Context: an optimization exercise on an open-source flow, tuned for small area, a short achievable clock period and few clock cycles per item. The choices shown serve that exercise and are no tape-out recipe. The RTL was checked by simulation tests, not by an equivalence proof against the original design. Power and IR drop assume default switching activity.

**flow/design.v**
```verilog
module cvt_gen (
    input  wire        clk,
    input  wire        rst,
    input  wire        i_valid,
    output wire        o_ready,
    input  wire [11:0] i_h_active,
    input  wire [11:0] i_v_active,
    input  wire [7:0]  i_refresh,
    input  wire [7:0]  i_rb,
    input  wire        i_interlaced,
    input  wire        i_margins,
    output wire        o_valid,
    input  wire        i_ready,
    output wire [3:0]  o_status,
    output wire [15:0] o_h_active,
    output wire [15:0] o_h_border,
    output wire [15:0] o_h_front_porch,
    output wire [15:0] o_h_sync,
    output wire [15:0] o_h_back_porch,
    output wire [15:0] o_h_blank,
    output wire [15:0] o_h_total,
    output wire [15:0] o_v_active,
    output wire [15:0] o_v_border,
    output wire [15:0] o_v_front_porch,
    output wire [15:0] o_v_sync,
    output wire [15:0] o_v_back_porch,
    output wire [15:0] o_v_blank,
    output wire [15:0] o_v_total,
    output wire [31:0] o_pixel_clock_khz,
    output wire        o_interlaced,
    output wire        o_h_sync_positive,
    output wire        o_v_sync_positive
);
    localparam AW = 35;
    function [23:0] radd;
        input [23:0] a, b;
        input        ci;
        integer i;
        reg c;
        begin
            c = ci;
            for (i = 0; i < 24; i = i + 1) begin
                radd[i] = a[i] ^ b[i] ^ c;
                c = (a[i] & b[i]) | (a[i] & c) | (b[i] & c);
            end
        end
    endfunction
    localparam [4:0] S_IDLE = 5'd0,  S_DONE = 5'd1,  S_RUN  = 5'd2,
                     S_TOP  = 5'd3,  S_DEN  = 5'd4,  S_M    = 5'd5,
                     S_W    = 5'd6,  S_VS   = 5'd7,  S_H    = 5'd8,
                     S_G    = 5'd9,  S_HB   = 5'd10, S_HS   = 5'd11,
                     S_M25  = 5'd12, S_PC   = 5'd13, S_X250 = 5'd14,
                     S_AV   = 5'd15, S_AVX  = 5'd16, S_X    = 5'd17,
                     S_PCR  = 5'd18;
    localparam [3:0] O_LEFT = 4'd0, O_TOP = 4'd1,  O_M   = 4'd2,  O_W    = 4'd3,
                     O_VS   = 4'd4, O_H   = 4'd5,  O_G   = 4'd6,  O_HB   = 4'd7,
                     O_HS   = 4'd8, O_M25 = 4'd9,  O_PC  = 4'd10, O_X250 = 4'd11,
                     O_AV   = 4'd12, O_X  = 4'd13, O_PCR = 4'd14;
    reg [4:0]  state;
    reg [3:0]  op;
    reg [3:0]  n1, n2;        
    reg [4:0]  kc;            
    reg [1:0]  st;            
    reg [1:0]  rbq;
    reg        il, mg, v0;
    reg        f20;           
    reg [8:0]  h8;
    reg [11:0] vr;
    reg [7:0]  r;
    reg [3:0]  left8;
    reg [6:0]  top;
    reg [12:0] den;           
    reg [3:0]  vs;
    reg [11:0] vb;            
    reg [11:0] vx;            
    reg [6:0]  hb16;
    reg [5:0]  hs6;
    reg [9:0]  ht8;
    reg [14:0] mreg;          
    reg [20:0] wr;            
    reg [24:0] hreg;          
    reg [AW-1:0] A, D;
    reg [23:0]   Q;
    wire is_std = (rbq == 2'd0);
    wire rb1    = (rbq == 2'd1);
    wire [8:0]  F     = il ? {r, 1'b0} : {1'b0, r};
    wire [9:0]  tap8  = radd({15'd0, h8}, {19'd0, left8, 1'b0}, 1'b0);
    wire [13:0] E     = il ? radd({10'd0, den, 1'b1}, 24'd6, 1'b0)              
                         : radd({11'd0, den}, 24'd3, 1'b0);                  
    wire [13:0] T23   = radd(radd({11'd0, F, 4'd0}, {12'd0, F, 3'd0}, 1'b0),
                             {15'd0, ~F} | 24'hFFFE00, 1'b1);                 
    wire [11:0] tap3  = radd({14'd0, tap8, 1'b0}, {14'd0, tap8}, 1'b0);      
    wire [11:0] vraw = il ? {vr[10:0], v0} : vr;
    wire [10:0] h3   = radd({14'd0, h8, 1'b0}, {15'd0, h8}, 1'b0);
    wire [11:0] h5   = radd({13'd0, h8, 2'b0}, {15'd0, h8}, 1'b0);
    wire [12:0] h9   = radd({12'd0, h8, 3'b0}, {15'd0, h8}, 1'b0);
    wire [14:0] v5   = radd({10'd0, vraw, 2'b0}, {12'd0, vraw}, 1'b0);
    reg  [3:0]  vs_c;
    always @(*) begin
        if      ({1'b0, vraw} == {h3, 1'b0})        vs_c = 4'd4;    
        else if ({vraw, 1'b0} == h9)                vs_c = 4'd5;    
        else if (vraw == h5)                        vs_c = 4'd6;    
        else if (v5 == {1'b0, h8, 5'b0})            vs_c = 4'd7;    
        else if (v5 == {1'b0, h3, 3'b0})            vs_c = 4'd7;    
        else                                        vs_c = 4'd10;
        if (rbq[1]) vs_c = 4'd8;
    end
    wire mul_ph = (n1 != 4'd0) || (n2 != 4'd0);
    reg  sgn;
    always @(*) begin
        case (op)
        O_M, O_G: sgn = 1'b1;
        default:  sgn = 1'b0;
        endcase
    end
    wire          b1 = Q[23], b2 = Q[22];
    wire [AW-1:0] x1 = mul_ph ? {A[AW-2:0], 1'b0} : A;
    wire          c1 = mul_ph ? (sgn & b1) : 1'b1;
    wire [AW-1:0] y1 = ((mul_ph & ~b1) ? {AW{1'b0}} : D) ^ {AW{c1}};
    wire [AW:0]   s1w = {x1, 1'b1} + {y1, c1};
    wire [AW-1:0] s1 = s1w[AW:1];
    wire          q1 = ~mul_ph & ~s1[AW-1];
    wire [AW-1:0] a1 = (mul_ph | q1) ? s1 : A;
    wire [AW-1:0] d1 = mul_ph ? D : {1'b0, D[AW-1:1]};
    wire [AW-1:0] x2 = mul_ph ? {a1[AW-2:0], 1'b0} : a1;
    wire          c2 = mul_ph ? (sgn & b2) : 1'b1;
    wire [AW-1:0] y2 = ((mul_ph & ~b2) ? {AW{1'b0}} : d1) ^ {AW{c2}};
    wire [AW:0]   s2w = {x2, 1'b1} + {y2, c2};
    wire [AW-1:0] s2 = s2w[AW:1];
    wire          q2 = ~mul_ph & ~s2[AW-1];
    wire [AW-1:0] a2 = (mul_ph | q2) ? s2 : a1;
    wire [15:0] mr = radd(24'd50000, {10'h3FF, ~D[13:0]}, 1'b1);    
    reg [AW-1:0] dnext;
    always @(*) begin
        if (n1 == 4'd2 && n2 != 4'd0)
            dnext = {19'd0, mreg, 1'b0};                  
        else case (op)
        O_LEFT:  dnext = 35'd500 << 3;
        O_TOP:   dnext = 35'd500 << 7;
        O_VS:    dnext = {9'd0, mreg, 11'd0};
        O_HB:    dnext = {2'd0, hreg, 8'd0};
        O_HS:    dnext = 35'd25 << 5;
        O_PC:    dnext = {hreg[19:0], 15'd0};
        O_AV:    dnext = {10'd0, mr, 9'd0};
        default: dnext = rb1 ? (35'd31250 << 15) : (rbq == 2'd2) ? (35'd125 << 23) : (35'd1001 << 23);
        endcase
    end
    wire [11:0] qv1   = radd({12'd0, Q[11:0]}, 24'd1, 1'b0);
    wire [11:0] vs6   = {8'd0, vs} + 12'd6;
    wire [11:0] vsbp  = ({1'b0, Q[11:1]} + 12'd1 < vs6) ? vs6 : {1'b0, Q[11:1]} + 12'd1;
    wire        fl20  = (Q[11:0] < 12'd33);
    wire [11:0] avmin = rb1 ? {8'd0, vs} + 12'd9 : 12'd15;
    wire [11:0] av    = (qv1 < avmin) ? avmin : qv1;
    wire [6:0]  hb_c  = f20 ? tap8[9:3] : Q[6:0];
    wire [9:0]  ht8_s = radd({14'd0, tap8}, {16'd0, hb_c, 1'b0}, 1'b0);
    wire [11:0] vbp_c = radd({12'd0, vb}, {12'hFFF, ~({8'd0, vs} + 12'd3)}, 1'b1);   
    wire [11:0] vfp_c = radd({12'd0, vb}, {12'hFFF, ~12'd14}, 1'b1);                 
    wire [12:0] vtot  = radd({11'd0, den}, {12'd0, vb}, 1'b0);
    wire [11:0] vr_in = i_interlaced ? {1'b0, i_v_active[11:1]} : i_v_active;
    assign o_ready = (state == S_IDLE);
    assign o_valid = (state == S_DONE);
    task start;
        input [3:0] o;
        input [3:0] m1;
        input [3:0] m2;
        input [4:0] k;
        begin
            op <= o; n1 <= m1; n2 <= m2; kc <= k; state <= S_RUN;
        end
    endtask
    always @(posedge clk) begin
        if (rst) begin
            state <= S_IDLE;
        end else begin
            case (state)
            S_IDLE: if (i_valid) begin
                rbq   <= i_rb[1:0];
                il    <= i_interlaced;
                mg    <= i_margins;
                v0    <= i_v_active[0];
                h8    <= i_h_active[11:3];
                vr    <= vr_in;
                r     <= i_refresh;
                left8 <= 4'd0;
                top   <= 7'd0;
                den   <= {1'b0, vr_in};
                if (i_rb > 8'd3) begin
                    st <= 2'd1; state <= S_DONE;
                end else if (i_refresh == 8'd0 ||
                             (i_rb == 8'd0 && i_h_active[11:3] == 9'd0) ||
                             (i_rb != 8'd0 && vr_in == 12'd0)) begin
                    st <= 2'd2; state <= S_DONE;
                end else begin
                    st <= 2'd0;
                    if (i_margins) begin
                        A <= {AW{1'b0}}; D <= {26'd0, i_h_active[11:3]}; Q <= {4'b1001, 20'd0};
                        start(O_LEFT, 4'd4, 4'd0, 5'd4);
                    end else begin
                        state <= (i_rb == 8'd0) ? S_M : S_AV;
                    end
                end
            end
            S_TOP: begin
                left8 <= Q[3:0];
                A <= {AW{1'b0}}; D <= {23'd0, vr}; Q <= {4'b1001, 20'd0};
                start(O_TOP, 4'd4, 4'd0, 5'd8);
            end
            S_DEN: begin
                top   <= Q[6:0];
                den   <= radd({12'd0, vr}, {16'd0, Q[6:0], 1'b0}, 1'b0);
                state <= is_std ? S_M : S_AV;
            end
            S_M: begin
                A <= 35'd1250; D <= {26'd0, F}; Q <= {4'b1011, 20'd0};
                start(O_M, 4'd4, 4'd0, 5'd0);
            end
            S_W: begin
                mreg <= A[14:0];
                vs   <= vs_c;
                A <= {AW{1'b0}}; D <= {21'd0, E}; Q <= {r, 16'd0};
                start(O_W, 4'd8, 4'd0, 5'd0);
            end
            S_VS: begin
                wr <= A[20:0];
                A <= {AW{1'b0}}; D <= A; Q <= {6'b010110, 18'd0};
                start(O_VS, 4'd6, 4'd0, 5'd12);
            end
            S_H: begin
                vb  <= radd({12'd0, vsbp}, 24'd3, 1'b0);
                f20 <= fl20;
                if (fl20) begin
                    state <= S_HS;
                end else begin
                    A <= {AW{1'b0}}; D <= {14'd0, wr}; Q <= {6'b011111, 18'd0};
                    start(O_H, 4'd4, 4'd2, 5'd0);
                end
            end
            S_G: begin
                hreg <= A[24:0];
                A <= {14'd0, wr}; D <= {19'd0, mreg, 1'b0}; Q <= {2'b01, 22'd0};
                start(O_G, 4'd2, 4'd0, 5'd0);
            end
            S_HB: begin
                A <= {AW{1'b0}}; D <= A; Q <= {tap3, 12'd0};
                start(O_HB, 4'd12, 4'd0, 5'd8);
            end
            S_HS: begin
                hb16 <= hb_c;
                ht8  <= ht8_s;
                vx   <= vbp_c;
                A <= {24'd0, ht8_s, 1'b0}; D <= 35'd25 << 5;
                start(O_HS, 4'd0, 4'd0, 5'd6);
            end
            S_M25: begin
                hs6 <= Q[5:0];
                den <= vtot;
                A <= {AW{1'b0}}; D <= {20'd0, mreg}; Q <= {6'b011001, 18'd0};
                start(O_M25, 4'd6, 4'd0, 5'd0);
            end
            S_PC: begin
                hreg <= A[24:0];
                A <= {AW{1'b0}}; D <= {10'd0, wr, 4'd0}; Q <= {ht8, 14'd0};
                start(O_PC, 4'd10, 4'd0, 5'd16);
            end
            S_X250: begin
                A <= {AW{1'b0}}; D <= {19'd0, Q[15:0]}; Q <= {8'd250, 16'd0};
                start(O_X250, 4'd8, 4'd0, 5'd0);
            end
            S_AV: begin
                vs  <= vs_c;
                ht8 <= radd({14'd0, tap8}, rb1 ? 24'd20 : 24'd10, 1'b0);
                A <= {AW{1'b0}}; D <= {21'd0, T23}; Q <= {1'b0, den, 10'd0};
                start(O_AV, 4'd14, 4'd0, 5'd10);
            end
            S_AVX: begin
                vb    <= av;
                state <= S_X;
            end
            S_X: begin
                den <= vtot;
                vx  <= rb1 ? vbp_c : vfp_c;
                A <= {AW{1'b0}}; D <= il ? {21'd0, vtot, 1'b1} : {22'd0, vtot};
                Q <= {r, 16'd0};
                start(O_X, 4'd8, 4'd0, 5'd0);
            end
            S_PCR: begin
                A <= {AW{1'b0}}; D <= (rbq == 2'd3) ? {A[AW-4:0], 3'd0} : A;
                Q <= {ht8, 14'd0};
                start(O_PCR, 4'd10, 4'd0, rb1 ? 5'd16 : 5'd24);
            end
            S_RUN: begin
                A <= a2;
                Q <= {Q[21:0], q1, q2};
                if (n1 != 4'd0) begin
                    n1 <= n1 - 4'd2;
                    if (n1 == 4'd2) D <= dnext;
                end else if (n2 != 4'd0) begin
                    n2 <= n2 - 4'd2;
                    if (n2 == 4'd2) D <= dnext;
                end else begin
                    kc <= kc - 5'd2;
                    D  <= {2'b0, D[AW-1:2]};
                end
                if ((n1 == 4'd2 && n2 == 4'd0 && kc == 5'd0) ||
                    (n1 == 4'd0 && n2 == 4'd2 && kc == 5'd0) ||
                    (!mul_ph && kc == 5'd2)) begin
                    case (op)
                    O_LEFT:  state <= S_TOP;
                    O_TOP:   state <= S_DEN;
                    O_M:     state <= S_W;
                    O_W:     state <= S_VS;
                    O_VS:    state <= S_H;
                    O_H:     state <= S_G;
                    O_G:     state <= S_HB;
                    O_HB:    state <= S_HS;
                    O_HS:    state <= S_M25;
                    O_M25:   state <= S_PC;
                    O_PC:    state <= S_X250;
                    O_AV:    state <= S_AVX;
                    O_X:     state <= S_PCR;
                    O_PCR:   state <= rb1 ? S_X250 : S_DONE;
                    default: state <= S_DONE;
                    endcase
                end
            end
            S_DONE: if (i_ready) state <= S_IDLE;
            default: state <= S_IDLE;
            endcase
        end
    end
    wire [7:0]  hfp8 = radd({17'd0, hb16}, {18'hFFFFF, ~hs6}, 1'b1);    
    wire        red23 = rbq[1];
    assign o_status          = (st == 2'd0) ? 4'd0 : (st == 2'd1) ? 4'd6 : 4'd7;
    assign o_h_active        = {4'd0, h8, 3'd0};
    assign o_h_border        = {9'd0, left8, 3'd0};
    assign o_h_front_porch   = is_std ? {{5{hfp8[7]}}, hfp8, 3'd0} : rb1 ? 16'd48 : 16'd8;
    assign o_h_sync          = is_std ? {7'd0, hs6, 3'd0} : 16'd32;
    assign o_h_back_porch    = is_std ? {6'd0, hb16, 3'd0} : rb1 ? 16'd80 : 16'd40;
    assign o_h_blank         = is_std ? {5'd0, hb16, 4'd0} : rb1 ? 16'd160 : 16'd80;
    assign o_h_total         = {3'd0, ht8, 3'd0};
    assign o_v_active        = {4'd0, vr};
    assign o_v_border        = {9'd0, top};
    assign o_v_front_porch   = red23 ? {{4{vx[11]}}, vx} : 16'd3;
    assign o_v_sync          = {12'd0, vs};
    assign o_v_back_porch    = red23 ? 16'd6 : {{4{vx[11]}}, vx};
    assign o_v_blank         = {4'd0, vb};
    assign o_v_total         = {3'd0, den};
    assign o_pixel_clock_khz = {8'd0, (is_std || rb1) ? A[23:0] : Q[23:0]};
    assign o_interlaced      = il;
    assign o_h_sync_positive = ~is_std;
    assign o_v_sync_positive = is_std;
endmodule
```
**flow/constraint.sdc**
```tcl
create_clock -name core_clock -period 12.5 [get_ports {clk}]
set_input_delay 2.5000 -clock core_clock [delete_from_list [all_inputs] [get_ports {clk}]]
set_output_delay 2.5000 -clock core_clock [all_outputs]
set_load 0.01 [all_outputs]
```
**flow/run.sh**
```bash
#!/bin/bash
# synth_recipe.tcl (not shown) runs the flow's synth.tcl, then flattens the netlist and writes it again
# the make line also repeats each setting of config.mk as NAME=value (left out here)
make -C /OpenROAD-flow-scripts/flow DESIGN_CONFIG=/design/flow/config.mk WORK_HOME=/design/flow/orfs CLKGATE_MAP_FILE= SYNTH_SCRIPT=/design/flow/synth_recipe.tcl finish
```
**flow/config.mk**
```make
export PLATFORM = sky130hd
export DESIGN_NAME = cvt_gen
export DESIGN_NICKNAME = cvt_gen
export VERILOG_FILES = /design/flow/design.v
export SDC_FILE = /design/flow/constraint.sdc
export NUM_CORES = 4
export LEC_CHECK = 0
export CAP_MARGIN = 20
export CORE_MARGIN = 2
export CORE_UTILIZATION = 40
export SLEW_MARGIN = 20
```
==> out/qor.txt <==
Status - complete, no violations
Die Span Y - 265 um
Layout cells sized above 1 - 7.21%
CTS tree - built
Area of the die - 70100 um^2
R2r endpoint - A[8]
Layout fillers - 6412
Largest net degree at the start of global routing - 64
Worst path max stage delay - 0.59 ns
Hold Fails Final Rpt - 0
Final nets - 3463
Internal power - 0.00347 W
Comb power frac - 61.4%
R2R setup slack - 3.25 ns
Met2 usage - 47.4%
Final ANT Viol Nets - 0
Crit Path Class - reg2reg
DRT Wirelength - 107 mm
Pleak - 12.5 nW
Antenna violations before repair - 3
Cell count after synthesis - 3008
CP max FO - 58
Sum Neg Setup Slack - 0 ns
Setup Fix Bufs, Post-CTS - 0
GP Congestion - 1.00
Net Switching - 0.00320 W
Synth Area per Inst - 9.04 um^2
Area share of the largest cell type after synthesis - 30.9%
Sw Ratio - 48.0%
Root Driver - clkbuf_16
DR vias - 24405
Arrival time at the worst endpoint - 9.53 ns
Tot GR Track Use - 29.7%
M3 GR Usage - 7.51%
Resize count post-CTS - 0
Total core area - 67300 um^2
Crit Reg-Reg Startpoint - n2[3]
Synth area leaders - edfxtp_1 31%, ha_1 9.0%, fa_1 6.1%
Crit share post-route - 74.0%
Clk_skew - 0.0266 ns
Multi-input logic area - 17000 um^2
Max-slew violations - 0
Asr flop ratio synth - 0%
Remaining DRCs - 0
Ys flop type - edfxtp_1
CP Capture Point - A[8]
DRT iter0 DRCs - 2989
Clock buffer count from CTS - 37
GR Util met1 - 39.1%
Gr ovfl total - 0
Clk slew on worst S/H paths - 0.06 ns
Top Ports - 311
Post-synth cell types - 97
Cell Rows - 95
Post-synth EDFFs - 280
Worst r2r path cells - 33
PD cells - 215 nW/um^2
RSZ-0062 raised after global routing - false
Cts-stage hold buffer count - 0
Tmin final - 9.25 ns
Critical Path End Type - register
Slew @ Worst Pin - 1.24 ns
Place WS - 3.42 ns
Final worst setup slack - 3.25 ns
Clk pwr share - 15.9%
Initial cell density of the core - 40.4%
Maximum vdd drop - 0.116 mV
Global-route wire length before repair - 155 mm
Max-slew headroom - 16.7%
Vias/cell - 6.04
Startpoint type of the worst setup path - register
Synthesis-stage register bit count - 285
Routed len/inst - 26.5 um
Die X - 265 um
First-pass iteration count of the detailed router - 8
Clock tree buffer depth - 3
Sequential fraction of the synthesis area - 31.3%
Max Freq - 0.108 GHz
Count of max-cap constraint violations - 0
Area leader, netlist - edfxtp_1
Post-Syn Area - 27200 um^2
Detailed Place HPWL - 83.6 mm
Port buffer count - 210
H-Tree Depth - 2
# setup viols final - 0
Most Crowded Layer GR - met2
Crit-path slowest cell - or3_1
Yosys warning total - 2
Sequential Area - 8510 um^2
Skew-Pair Late Insertion Delay - 0.56 ns
Reg power frac - 22.7%
TritonCTS Sinks - 285
Vias in the first global route - 23527
Area growth syn-to-layout - 14.0%
HP Class - reg2reg
CP startpoint - n2[3]
WP data required - 12.77 ns
## metrics by stage
| step | power (W) | cells | util (%) | hold slack, ns | area (um^2) |
|---|---|---|---|---|---|
| finish | 0.00667 | 4038 | 46.1 | 0.582 | 31000 |
| global placement | 0.00547 | 3972 | 44.3 | 0.573 | 29800 |
| CTS | 0.00659 | 4037 | 46.1 | 0.585 | 31000 |
| floorplan | 0.00421 | 3104 | - | 0.512 | 27600 |
| global route | 0.00706 | 4037 | 46.1 | 0.643 | 31000 |
| detailed placement | 0.00551 | 3972 | 44.3 | 0.578 | 29800 |
## worst min-delay path by stage
stage	endpoint	depth (start not counted)	slack (ns)	startpoint
floorplan	hreg[24]	0	0.51	A[24]
global placement	D[34]	2	0.57	hreg[19]
CTS	D[33]	2	0.59	hreg[18]
global route	Q[19]	2	0.64	Q[17]
finish	D[33]	2	0.58	hreg[18]
detailed placement	D[34]	2	0.58	hreg[19]
## cell families (layout without fill, tap and decap cells)
group	count (synthesis)	after routing	synth area share [%]
other	1	98	0.0138
buffers and inverters	460	520	8.15
muxes	112	112	4.42
adders and majority gates	281	281	15.2
xor gates and xnor gates	220	220	7.15
DFF	285	285	31.3
and+or+nand+nor	855	855	14.2
AOI/OAI and AO/OA	794	794	19.6
## cell usage after synthesis, types with 32 or more instances
cell type  count
nand2_1      356
clkbuf_1     129
o21ai_0      180
xnor2_1      118
mux2i_1       59
edfxtp_1     280
a221oi_1      39
fa_1          83
mux2_2        51
nor3_1        32
a21o_1        56
nor2b_1       32
xor2_1       101
o22ai_1       47
inv_1        172
a21oi_1      182
a22oi_1       39
buf_4        120
ha_1         196
nor2_1       226
nand3_1       45
## sequential cells by signal (all words and copies together) (netlist names), 12 cells and up
register and count:
vr 12, D 35, wr 21, den 13, mreg 15, hreg 25, A 35, Q 24
vx 12, vb 12
## critical path, delay by kind of cell, from the launching register on
family | cells | cell delay [ns]
xor gates and xnor gates | 1 | 0.16
buffers and inverters | 4 | 1.51
adders and majority gates | 2 | 0.70
DFF | 1 | 0.42
muxes | 1 | 0.53
and+or+nand+nor | 13 | 2.73
AOI/OAI and AO/OA | 12 | 2.80
## cell type report
class / count / area share, %
well taps: 873 / 3.52
multi-input cells: 2359 / 54.7
repair buffers: 281 / 8.50
clock inverters: 24 / 0.726
clock buffers: 41 / 3.03
diodes: 1 / 0.00807
flip-flops and latches: 285 / 27.4
inverters: 174 / 2.11
## routing by layer
| layer | vias to the layer above | part of all wire (%) |
|---|---|---|
| li1 | 10980 | - |
| met4 | 2 | 3.5 |
| met1 | 11951 | 41 |
| met3 | 205 | 10 |
| met5 | - | 0.012 |
| met2 | 1267 | 46 |
## cells in the final DEF, fill, tap and decap left out, drive strengths merged, types with 11 or more instances in the layout
| cell type | synthesis | final |
|---|---|---|
| a222oi | 27 | 27 |
| a21oi | 184 | 184 |
| nor2b | 32 | 32 |
| nor2 | 226 | 226 |
| a22oi | 39 | 39 |
| inv | 172 | 175 |
| mux2 | 52 | 52 |
| o21ai | 199 | 199 |
| o211ai | 27 | 27 |
| mux2i | 60 | 60 |
| nand3 | 45 | 45 |
| xor2 | 101 | 101 |
| a221o | 19 | 19 |
| ha | 196 | 196 |
| o21bai | 11 | 11 |
| nor3 | 33 | 33 |
| a211oi | 26 | 26 |
| clkinv | 2 | 13 |
| a31oi | 15 | 15 |
| o22ai | 47 | 47 |
| nand2b | 21 | 21 |
| nor4 | 27 | 27 |
| edfxtp | 280 | 280 |
| buf | 156 | 71 |
| a22o | 16 | 16 |
| conb | 1 | 97 |
| nand2 | 356 | 356 |
| a221oi | 40 | 40 |
| fa | 83 | 83 |
| and3 | 19 | 19 |
| and2 | 30 | 30 |
| o221ai | 15 | 15 |
| nand4 | 22 | 22 |
| clkbuf | 130 | 41 |
| clkdlybuf4s50 | 0 | 210 |
| a21o | 56 | 56 |
| xnor2 | 119 | 119 |
## power groups by stage
stage | logic [W] | registers (W) | clock network (W)
finish | 0.00409 | 0.00151 | 0.00106
global route | 0.00444 | 0.00152 | 0.00110
CTS | 0.00402 | 0.00151 | 0.00106
detailed placement | 0.00399 | 0.00153 | 0
global placement | 0.00395 | 0.00153 | 0
floorplan | 0.00280 | 0.00141 | 0
Testbench counts, summed over its fixed seeds: cycles 154,258, items 3,200.

port drivers added, routing unchanged:
No port has a modelled driver above. Below, the same layout with a new extraction and two added sets of constraints. Step 1 (the two cells are an assumption about what drives the block):
set clk [get_ports {clk}]
set_driving_cell -lib_cell sky130_fd_sc_hd__clkbuf_16 $clk
set_driving_cell -lib_cell sky130_fd_sc_hd__buf_2 [delete_from_list [all_inputs] $clk]
Step 2, shift: input delay + t, output delay - t, t = (earliest + latest rising clock arrival at the registers) / 2. This alone moves slack from input paths to output paths. Slacks: ideal ports / drivers / drivers and shift; pairs: ideal ports / drivers.
t, ns: 0.613
setup slack, ns: 3.245 / 3.245 / 3.245
worst data-port slew with drivers (ns): 0.06
After both steps setup and hold are still met in this run. For this run, drivers alone change the setup slack by 0.000 ns; drivers and shift together by 0.000 ns.
